What follows belongs to an exercise in optimizing a design on an open flow for small area, a short achievable clock period and few clock cycles per item; a production flow would make more cautious choices. The RTL was checked by simulation tests, not by an equivalence proof against the original design.

$ cat config.mk
export PLATFORM = sky130hd
export DESIGN_NAME = ptce_comp
export DESIGN_NICKNAME = ptce_comp
export VERILOG_FILES = /design/flow/design.v
export SDC_FILE = /design/flow/constraint.sdc
export NUM_CORES = 4
export LEC_CHECK = 0
export CAP_MARGIN = 20
export CORE_MARGIN = 2
export CORE_UTILIZATION = 35
export SLEW_MARGIN = 20
$ cat design.v
module ptce_comp (
    input  wire        clk,
    input  wire        rst,         
    input  wire        start,
    output wire        ready,
    input  wire [1:0]  mode,
    input  wire [15:0] ut,          
    input  wire [18:0] up,          
    input  wire [15:0] ac1,         
    input  wire [15:0] ac2,         
    input  wire [15:0] ac3,         
    input  wire [15:0] ac4,         
    input  wire [15:0] ac5,         
    input  wire [15:0] ac6,         
    input  wire [15:0] b1,          
    input  wire [15:0] b2,          
    input  wire [15:0] mc,          
    input  wire [15:0] md,          
    output reg         done,
    output reg  [1:0]  t_status,    
    output reg  [1:0]  p_status,    
    output wire [31:0] b5_out,
    output wire [31:0] t10_out,
    output wire [31:0] pres_out
);
    localparam [4:0]
        S_IDLE = 5'd0,
        S_C1   = 5'd1,
        S_TD1  = 5'd2,
        S_TD9  = 5'd10,
        S_B5   = 5'd11,
        S_M1   = 5'd12,
        S_M2   = 5'd13,
        S_M3   = 5'd14,
        S_M4   = 5'd15,
        S_M5   = 5'd16,
        S_M6   = 5'd17,
        S_M7   = 5'd18,
        S_PD1  = 5'd19,
        S_PD5  = 5'd23,
        S_PD6  = 5'd24,
        S_FIN  = 5'd25;
    reg [4:0] st;
    reg       rdy;
    assign ready = rdy;
    reg signed [20:0] rt;       
    reg        [15:0] r_ac5;
    reg        [15:0] r_mca;    
    reg               r_mcs;    
    reg signed [15:0] r_md;
    reg signed [15:0] r_ac1, r_ac2, r_ac3, r_b1, r_b2;
    reg        [15:0] r_ac4;
    reg        [18:0] r_up;
    reg        [1:0]  r_mode;
    reg        [17:0] R;        
    reg        [26:0] Q;        
    reg signed [20:0] D;        
    reg signed [27:0] b5r;      
    reg signed [18:0] presr;    
    reg f_trange, f_tdiv0;      
    reg f_prange;               
    reg f_pdiv0;                
    reg f_post;                 
    reg b7_hi;                  
    assign b5_out   = {{4{b5r[27]}}, b5r};
    wire signed [27:0] b5p8 = b5r + 28'sd8;
    assign t10_out  = {{8{b5p8[27]}}, b5p8[27:4]};
    assign pres_out = {{13{presr[18]}}, presr};
    reg signed [16:0] ma;
    reg signed [20:0] mb;
    reg signed [40:0] madd;
    wire signed [40:0] mp = ma * mb + madd;
    reg [15:0] kmode;
    always @(*) begin
        case (r_mode)
            2'd0: kmode = 16'd50000;
            2'd1: kmode = 16'd25000;
            2'd2: kmode = 16'd12500;
            default: kmode = 16'd6250;
        endcase
    end
    wire [9:0]  r_early = Q[11:2];                  
    wire [17:0] p_val   = {Q[17:1], Q[0] & ~b7_hi};
    always @(*) begin
        ma = 17'sd0;
        mb = 21'sd0;
        madd = 41'sd0;
        case (st)
            S_C1: begin
                ma = {1'b0, r_ac5};
                mb = rt;
                madd = {{10{r_md[15]}}, r_md, 15'd0};
            end
            S_M1: begin
                ma = R[16:0];
                mb = {{4{R[16]}}, R[16:0]};
            end
            S_M2: begin
                ma = {r_ac2[15], r_ac2};
                mb = {{4{R[16]}}, R[16:0]};
                madd = {{12{r_ac1[15]}}, r_ac1, 13'd0};
            end
            S_M3: begin
                ma = {r_ac3[15], r_ac3};
                mb = {{4{R[16]}}, R[16:0]};
                madd = 41'sd16384;
            end
            S_M4: begin
                ma = {r_b2[15], r_b2};
                mb = {2'b00, Q[18:0]};
            end
            S_M5: begin
                ma = {r_b1[15], r_b1};
                mb = {2'b00, Q[18:0]};
                madd = {{6{presr[18]}}, presr, 16'd0};
            end
            S_M6: begin
                ma = {1'b0, r_ac4};
                mb = {{2{D[20]}}, D[20:2]};
                madd = {10'd0, r_ac4, 15'd0};
            end
            S_M7: begin
                ma = {1'b0, kmode};
                mb = {1'b0, Q[19:0]};
            end
            S_PD5: begin
                ma = {7'd0, r_early};
                mb = {11'd0, r_early};
            end
            S_PD6: begin
                ma = 17'sd3038;
                mb = {1'b0, rt[19:0]};
                madd = 41'sd248446976;            
            end
            S_FIN: begin
                ma = -17'sd7357;
                mb = {3'b000, p_val};
                madd = {8'd0, rt[16:0], 16'd0} + {3'b000, p_val, 20'd0};
            end
            default: ;
        endcase
    end
    wire [17:0] dm  = D[17] ? D[17:0] : ~D[17:0];
    wire        dci = ~D[17];
    function [18+27-1:0] dstep(input [17:0] r, input [26:0] q);
        reg [17:0] rs;
        reg [18:0] tr;
        begin
            rs = {r[16:0], q[26]};
            tr = {1'b0, rs} + {dm[17], dm} + {18'd0, dci};
            if (!tr[18]) dstep = {tr[17:0], q[25:0], 1'b1};
            else         dstep = {rs,       q[25:0], 1'b0};
        end
    endfunction
    wire [44:0] ds1 = dstep(R, Q);
    wire [44:0] ds2 = dstep(ds1[44:27], ds1[26:0]);
    wire [44:0] ds3 = dstep(ds2[44:27], ds2[26:0]);
    wire signed [20:0] x1_full = D - {{5{r_md[15]}}, r_md};
    wire               qneg = r_mcs ^ D[17];
    wire signed [27:0] x2   = qneg ? -$signed({1'b0, Q}) : $signed({1'b0, Q});
    wire signed [27:0] b5_v = {{10{rt[17]}}, rt[17:0]} + x2;
    wire signed [27:0] b6_v = b5_v - 28'sd4000;
    wire signed [21:0] a0   = {D[20], D} + {rt[20], rt};
    wire signed [24:0] a2   = ($signed({{3{a0[21]}}, a0}) <<< r_mode) + 25'sd2;
    wire signed [24:0] b3   = a2[24] ? -$signed((-a2) >>> 2) : (a2 >>> 2);
    wire signed [24:0] v_v  = $signed({6'd0, r_up}) - b3;
    wire signed [21:0] wchk = {D[20], D} - {{3{presr[18]}}, presr};
    wire mp_s32 = (mp[40:31] == 10'd0) || (mp[40:31] == 10'h3FF);
    always @(posedge clk) begin
        if (rdy) begin
            rt     <= $signed({{5{ut[15]}}, ut}) - $signed({5'd0, ac6});
            r_ac5  <= ac5;
            r_mca  <= mc[15] ? (~mc + 16'd1) : mc;
            r_mcs  <= mc[15];
            r_md   <= md;
            r_ac1  <= ac1;
            r_ac2  <= ac2;
            r_ac3  <= ac3;
            r_ac4  <= ac4;
            r_b1   <= b1;
            r_b2   <= b2;
            r_up   <= up;
            r_mode <= mode;
        end
        case (st)
            S_C1: begin
                D <= mp[35:15];
                R <= 18'd0;
                Q <= {r_mca, 11'd0};
            end
            S_B5: begin
                b5r <= b5_v;
                R   <= b6_v[17:0];
                f_prange <= (b6_v < -28'sd46340) || (b6_v > 28'sd46340);
            end
            S_M1: Q <= {8'd0, mp[30:12]};
            S_M2: D <= mp[31:11];
            S_M3: presr <= mp[31:13];
            S_M4: begin
                rt <= mp[31:11];
                if (!mp_s32) f_prange <= 1'b1;
            end
            S_M5: begin
                D <= mp[36:16];
                Q <= {7'd0, v_v[19:0]};
                if (v_v[24] || (v_v[23:20] != 4'd0)) f_prange <= 1'b1;
            end
            S_M6: begin
                D <= {4'd0, mp[31:15]};
                if ((mp[40:32] != 9'd0) ||
                    (wchk < -22'sd32768) || (wchk > 22'sd32767) ||
                    (D < -21'sd131072))
                    f_prange <= 1'b1;
            end
            S_M7: begin
                R     <= {3'd0, mp[31:17]};
                Q     <= {mp[16:0], 10'd0};
                b7_hi <= mp[31];
                if (mp[40:32] != 9'd0) f_prange <= 1'b1;
                f_pdiv0 <= (D[16:0] == 17'd0);
            end
            S_PD5: begin
                R  <= ds3[44:27];
                Q  <= ds3[26:0];
                rt <= {1'b0, mp[19:0]};
            end
            S_PD6: begin
                R  <= ds3[44:27];
                Q  <= ds3[26:0];
                rt <= {4'd0, mp[32:16]};
            end
            S_FIN: begin
                presr    <= mp[38:20];
                t_status <= f_trange ? 2'd2 : (f_tdiv0 ? 2'd1 : 2'd0);
                p_status <= (f_trange || f_tdiv0) ? 2'd3 :
                            f_prange ? 2'd2 :
                            f_pdiv0  ? 2'd1 :
                            (f_post || (Q[17:8] > 10'd840)) ? 2'd2 : 2'd0;
            end
            default: begin
                if ((st >= S_TD1 && st <= S_TD9) || (st >= S_PD1 && st < S_PD5)) begin
                    R <= ds3[44:27];
                    Q <= ds3[26:0];
                end
            end
        endcase
        if (st == S_TD1) begin
            rt       <= x1_full;
            f_trange <= (x1_full < -21'sd65536) || (x1_full > 21'sd65535);
            f_tdiv0  <= (D == 21'sd0);
        end
        if (st == S_PD1)
            f_post <= ({2'b00, R[14:0]} >= D[16:0]);
        if (rst) begin
            st   <= S_IDLE;
            rdy  <= 1'b1;
            done <= 1'b0;
        end else begin
            done <= (st == S_FIN);
            case (st)
                S_IDLE: begin
                    if (start) begin st <= S_C1; rdy <= 1'b0; end
                end
                S_FIN: begin
                    if (start) begin st <= S_C1; rdy <= 1'b0; end
                    else       begin st <= S_IDLE; rdy <= 1'b1; end
                end
                default: begin
                    st  <= st + 5'd1;
                    rdy <= (st == S_PD6);
                end
            endcase
        end
    end
endmodule
$ cat run.sh
#!/bin/bash
# synth_recipe.tcl (not shown) runs the flow's synth.tcl, then flattens the netlist and writes it again
# the make line also repeats each setting of config.mk as NAME=value (left out here)
make -C /OpenROAD-flow-scripts/flow DESIGN_CONFIG=/design/flow/config.mk WORK_HOME=/design/flow/orfs CLKGATE_MAP_FILE= SYNTH_SCRIPT=/design/flow/synth_recipe.tcl finish
$ cat constraint.sdc
create_clock -name core_clock -period 17.0 [get_ports {clk}]
set_input_delay 3.4000 -clock core_clock [delete_from_list [all_inputs] [get_ports {clk}]]
set_output_delay 3.4000 -clock core_clock [all_outputs]
set_load 0.01 [all_outputs]
==> run summary <==
## cell usage after synthesis (34+ instances only)
| cell type | instances | area, µm² |
|---|---|---|
| sky130_fd_sc_hd__a21boi_0 | 51 | 383 |
| sky130_fd_sc_hd__a21o_1 | 67 | 503 |
| sky130_fd_sc_hd__a21oi_1 | 207 | 1040 |
| sky130_fd_sc_hd__a221oi_1 | 57 | 499 |
| sky130_fd_sc_hd__a22oi_1 | 65 | 488 |
| sky130_fd_sc_hd__and2_1 | 35 | 219 |
| sky130_fd_sc_hd__and3_1 | 49 | 307 |
| sky130_fd_sc_hd__clkbuf_1 | 152 | 571 |
| sky130_fd_sc_hd__edfxtp_1 | 309 | 9280 |
| sky130_fd_sc_hd__fa_1 | 421 | 8430 |
| sky130_fd_sc_hd__ha_1 | 344 | 4300 |
| sky130_fd_sc_hd__inv_1 | 783 | 2940 |
| sky130_fd_sc_hd__nand2_1 | 492 | 1850 |
| sky130_fd_sc_hd__nand3_1 | 96 | 480 |
| sky130_fd_sc_hd__nor2_1 | 420 | 1580 |
| sky130_fd_sc_hd__nor3_1 | 72 | 360 |
| sky130_fd_sc_hd__o211ai_1 | 34 | 255 |
| sky130_fd_sc_hd__o21a_1 | 39 | 293 |
| sky130_fd_sc_hd__o21ai_0 | 205 | 1030 |
| sky130_fd_sc_hd__xnor2_1 | 208 | 1820 |
| sky130_fd_sc_hd__xor2_1 | 95 | 832 |
## stage by stage
step	hold WS (ns)	setup WS, ns	cell area [µm²]	std cells
after floorplan	0.477	6.02	43400	4933
after global placement	0.577	5.11	48400	6753
after detailed placement	0.582	4.94	48400	6754
after CTS	0.600	4.88	49900	6832
after global routing	0.627	3.49	49900	6833
final	0.604	4.58	49900	6837
## layout by cell type (no fill, tap or decap), types with 90 or more instances in the layout
| cell type | Yosys | layout |
|---|---|---|
| sky130_fd_sc_hd__a21oi_1 | 207 | 207 |
| sky130_fd_sc_hd__buf_4 | 26 | 98 |
| sky130_fd_sc_hd__clkdlybuf4s50_1 | 0 | 301 |
| sky130_fd_sc_hd__edfxtp_1 | 309 | 309 |
| sky130_fd_sc_hd__fa_1 | 421 | 421 |
| sky130_fd_sc_hd__ha_1 | 344 | 343 |
| sky130_fd_sc_hd__inv_1 | 783 | 783 |
| sky130_fd_sc_hd__nand2_1 | 492 | 491 |
| sky130_fd_sc_hd__nand3_1 | 96 | 95 |
| sky130_fd_sc_hd__nor2_1 | 420 | 418 |
| sky130_fd_sc_hd__o21ai_0 | 205 | 204 |
| sky130_fd_sc_hd__xnor2_1 | 208 | 202 |
| sky130_fd_sc_hd__xor2_1 | 95 | 90 |
## cell type report
class	instances	area, µm²
Antenna cell	4	10.0
Inverter	786	2950
Sequential cell	316	9420
Clock buffer	48	1090
Clock inverter	30	332
Fill cell	12400	73600
Multi-Input combinational cell	3616	30300
Timing Repair Buffer	400	3760
Tap cell	1637	2050
## worst paths after layout
path	start	end	slack (ns)	depth (start not counted)
setup / recovery	st[0]	f_prange	4.58	37
hold / removal	f_tdiv0	p_status[0]	0.60	2
setup reg to reg	st[0]	f_prange	4.58	37
hold reg to reg	f_tdiv0	p_status[0]	0.60	2
## routing by layer
layer  part of all wire [%]  wire (µm)  track usage (%)
met5                 0.0068         12                0
met4                    5.7       9940             13.1
met3                     12      20300             7.46
met2                     42      73000             39.5
met1                     41      72100             37.0
## tightest hold or removal path, delay by kind of cell (launching register included)
family             cells  cell delay, ns
DFF                    1            0.37
and+or+nand+nor        1            0.05
AOI/OAI and AO/OA      1            0.07
## cell families after synthesis
| group | synth area share (%) |
|---|---|
| xor gates and xnor gates | 6.15 |
| adders and majority gates | 29.3 |
| DFF | 21.7 |
| and+or+nand+nor | 15.0 |
| buffers and inverters | 8.94 |
| muxes | 1.20 |
| AOI/OAI and AO/OA | 17.6 |
## sequential cells by signal (all words and copies together), names as in the netlist, 17 cells and up
register and count:
rt 21, D 21, Q 27, r_up 19, R 17, b5r 28
presr 19
==> run summary <==
- The shortest period the worst path allows is 12.42 ns.
- The hold-fix buffer count after cts is 0.
- After clock tree synthesis, the repair step resized 0 gates.
- The remaining antenna violation count after routing is 0.
- The kind of critical path is reg2reg.
- The detailed-placement wirelength estimate is 141000 µm.
- The global-route wire length before repair is 253000 µm.
- Setup violations remaining at the end of the flow were counted as 0.
- The number of different library cells used by synthesis comes to 109.
- The initial antenna violation count was 8.
- The width of the die is 356 µm.
- The final cycle utilization of the critical path is 73.1%.
- The count of mapped cells out of synthesis is 4933.
- In the routed design, unresolved DRC markers number 0.
- The setup total negative slack is 0 ns.
- Counting flops with an async set or reset pin after synthesis yields a share of 0%.
- The stage delay of the slowest cell on the critical path is 0.81 ns.
- The clock-pin slew reported for the worst setup and hold paths after clock tree synthesis is 0.06 ns.
- Post-CTS timing repair inserted 0 buffers for setup.
- The pin count of the biggest net entering global routing is 63.
- The number of global-route vias before repair came to 37500.
- The starting density of the core is 35.2%.
- The via total after detailed routing is 39000.
- The clock arrives with 0.0313 ns of skew.
- The average cell area after synthesis is 8.80 µm².
- Together, buffers and inverters on the worst path number 7.
- Max-cap violations in this run came to 0.
- The run finished with no timing, DRC or antenna violations.
- The number of enable flip-flop cells after synthesis is 309.
- The final core utilization is 40.4%.
- The detailed-router iteration count before antenna repair is 10.
- During I/O placement, the number of pins put on the boundary was 302.
- The count of clock tree sinks is 316.
- Counting stages on the worst path, the most repeated cell is sky130_fd_sc_hd__fa_1.
- The total congestion overflow after global routing is 0.
- The wire length reported by the detailed router is 175000 µm.
- After floorplanning, the core was sized to cover 123000 µm².
- For this run, the number of Yosys warnings is 1.
- The number of rows in the core area is 129.
- The worst hold path belongs to the class reg2reg.
- The upper clock frequency limit is 80.5 MHz.
- The synthesized design contains 316 register bits.
- The top cell family by delay on the critical path is simple AND/OR/NAND/NOR gates.
- For this run, the leading register cell type out of synthesis is sky130_fd_sc_hd__edfxtp_1.
- The final estimated routing congestion in global placement is 1.01.
- The number of clock buffers added by TritonCTS is 43.
- The layout-stage area growth over the synthesis result is 14.9%.
- Data arrives at the worst endpoint at 12.78 ns.
- After the last flow step, the layout net total stands at 6128.
- Setup repair after global routing left no endpoint under its margin.
- The max-slew violation total from the final report was 0.
- The die outline area is 127000 µm².
- The area of the mapped netlist is 43400 µm².
- Cells with a size suffix above 1 make up 5.58% of the layout.
- The latest clock arrival within the worst-skew pair is 0.64 ns.
- In this run the tightest slew margin relative to its limit is 14.2%.
- In the global route stage, overall resource usage came out at 27.1%.
- The count of input and output buffers is 301.
- The number of DRC markers after the initial detailed-route iteration is 4346.
- The cell with the largest stage delay on the worst path is sky130_fd_sc_hd__nand3_1.
- The number of H-tree branching levels is 2.
- The register area share after synthesis is 21.7%.
- When the netlist entered floorplanning its net count stood at 5898.
- The die height is 356 µm.
- The slew at the pin closest to its max-slew limit is 1.28 ns.
- The sort of element at the start of the critical path is a register.
- The number of hold-slack violations in the final timing report is 0.
- STA puts the critical path data required time at 17.36 ns.
- The critical path endpoint category is a register.
- The maximum fanout count along the critical path is 37.
- TritonCTS built the clock tree.
- In the final routed layout, each cell accounts on average for 25.7 µm.
- The average via count per standard cell is 5.71.
- The clock passes through at most 3 buffers.
- The cell sitting at the root of the clock tree is a sky130_fd_sc_hd__clkbuf_16.
Testbench counts, summed over its fixed seeds: cycles 60,016, items 2,400.

separate check: timing with driven ports:
No port has a modelled driver above. Below, the same layout with a new extraction and two added sets of constraints.
Step 1 assumes that a clkbuf_16 drives the clock port and a buf_2 every other input.
Step 2 times the ports against the registers' clock, not the clock port: input delays grow and output delays shrink by t, the midpoint of the rising clock arrivals with the driver on.
a / b / c = no drivers / after step 1 / after step 2; a / b = the first two.
t (ns): 0.684
slack for setup (ns): 4.580 / 4.580 / 4.580
latest minus earliest clock arrival (ns): 0.031 / 0.031
slew at the worst register clock pin (ns): 0.07 / 0.07
cell pins on the clock port's net: 1
After both steps this run still meets setup and hold. The setup slack of this run moves by 0.000 ns with the drivers and by 0.000 ns with both steps.
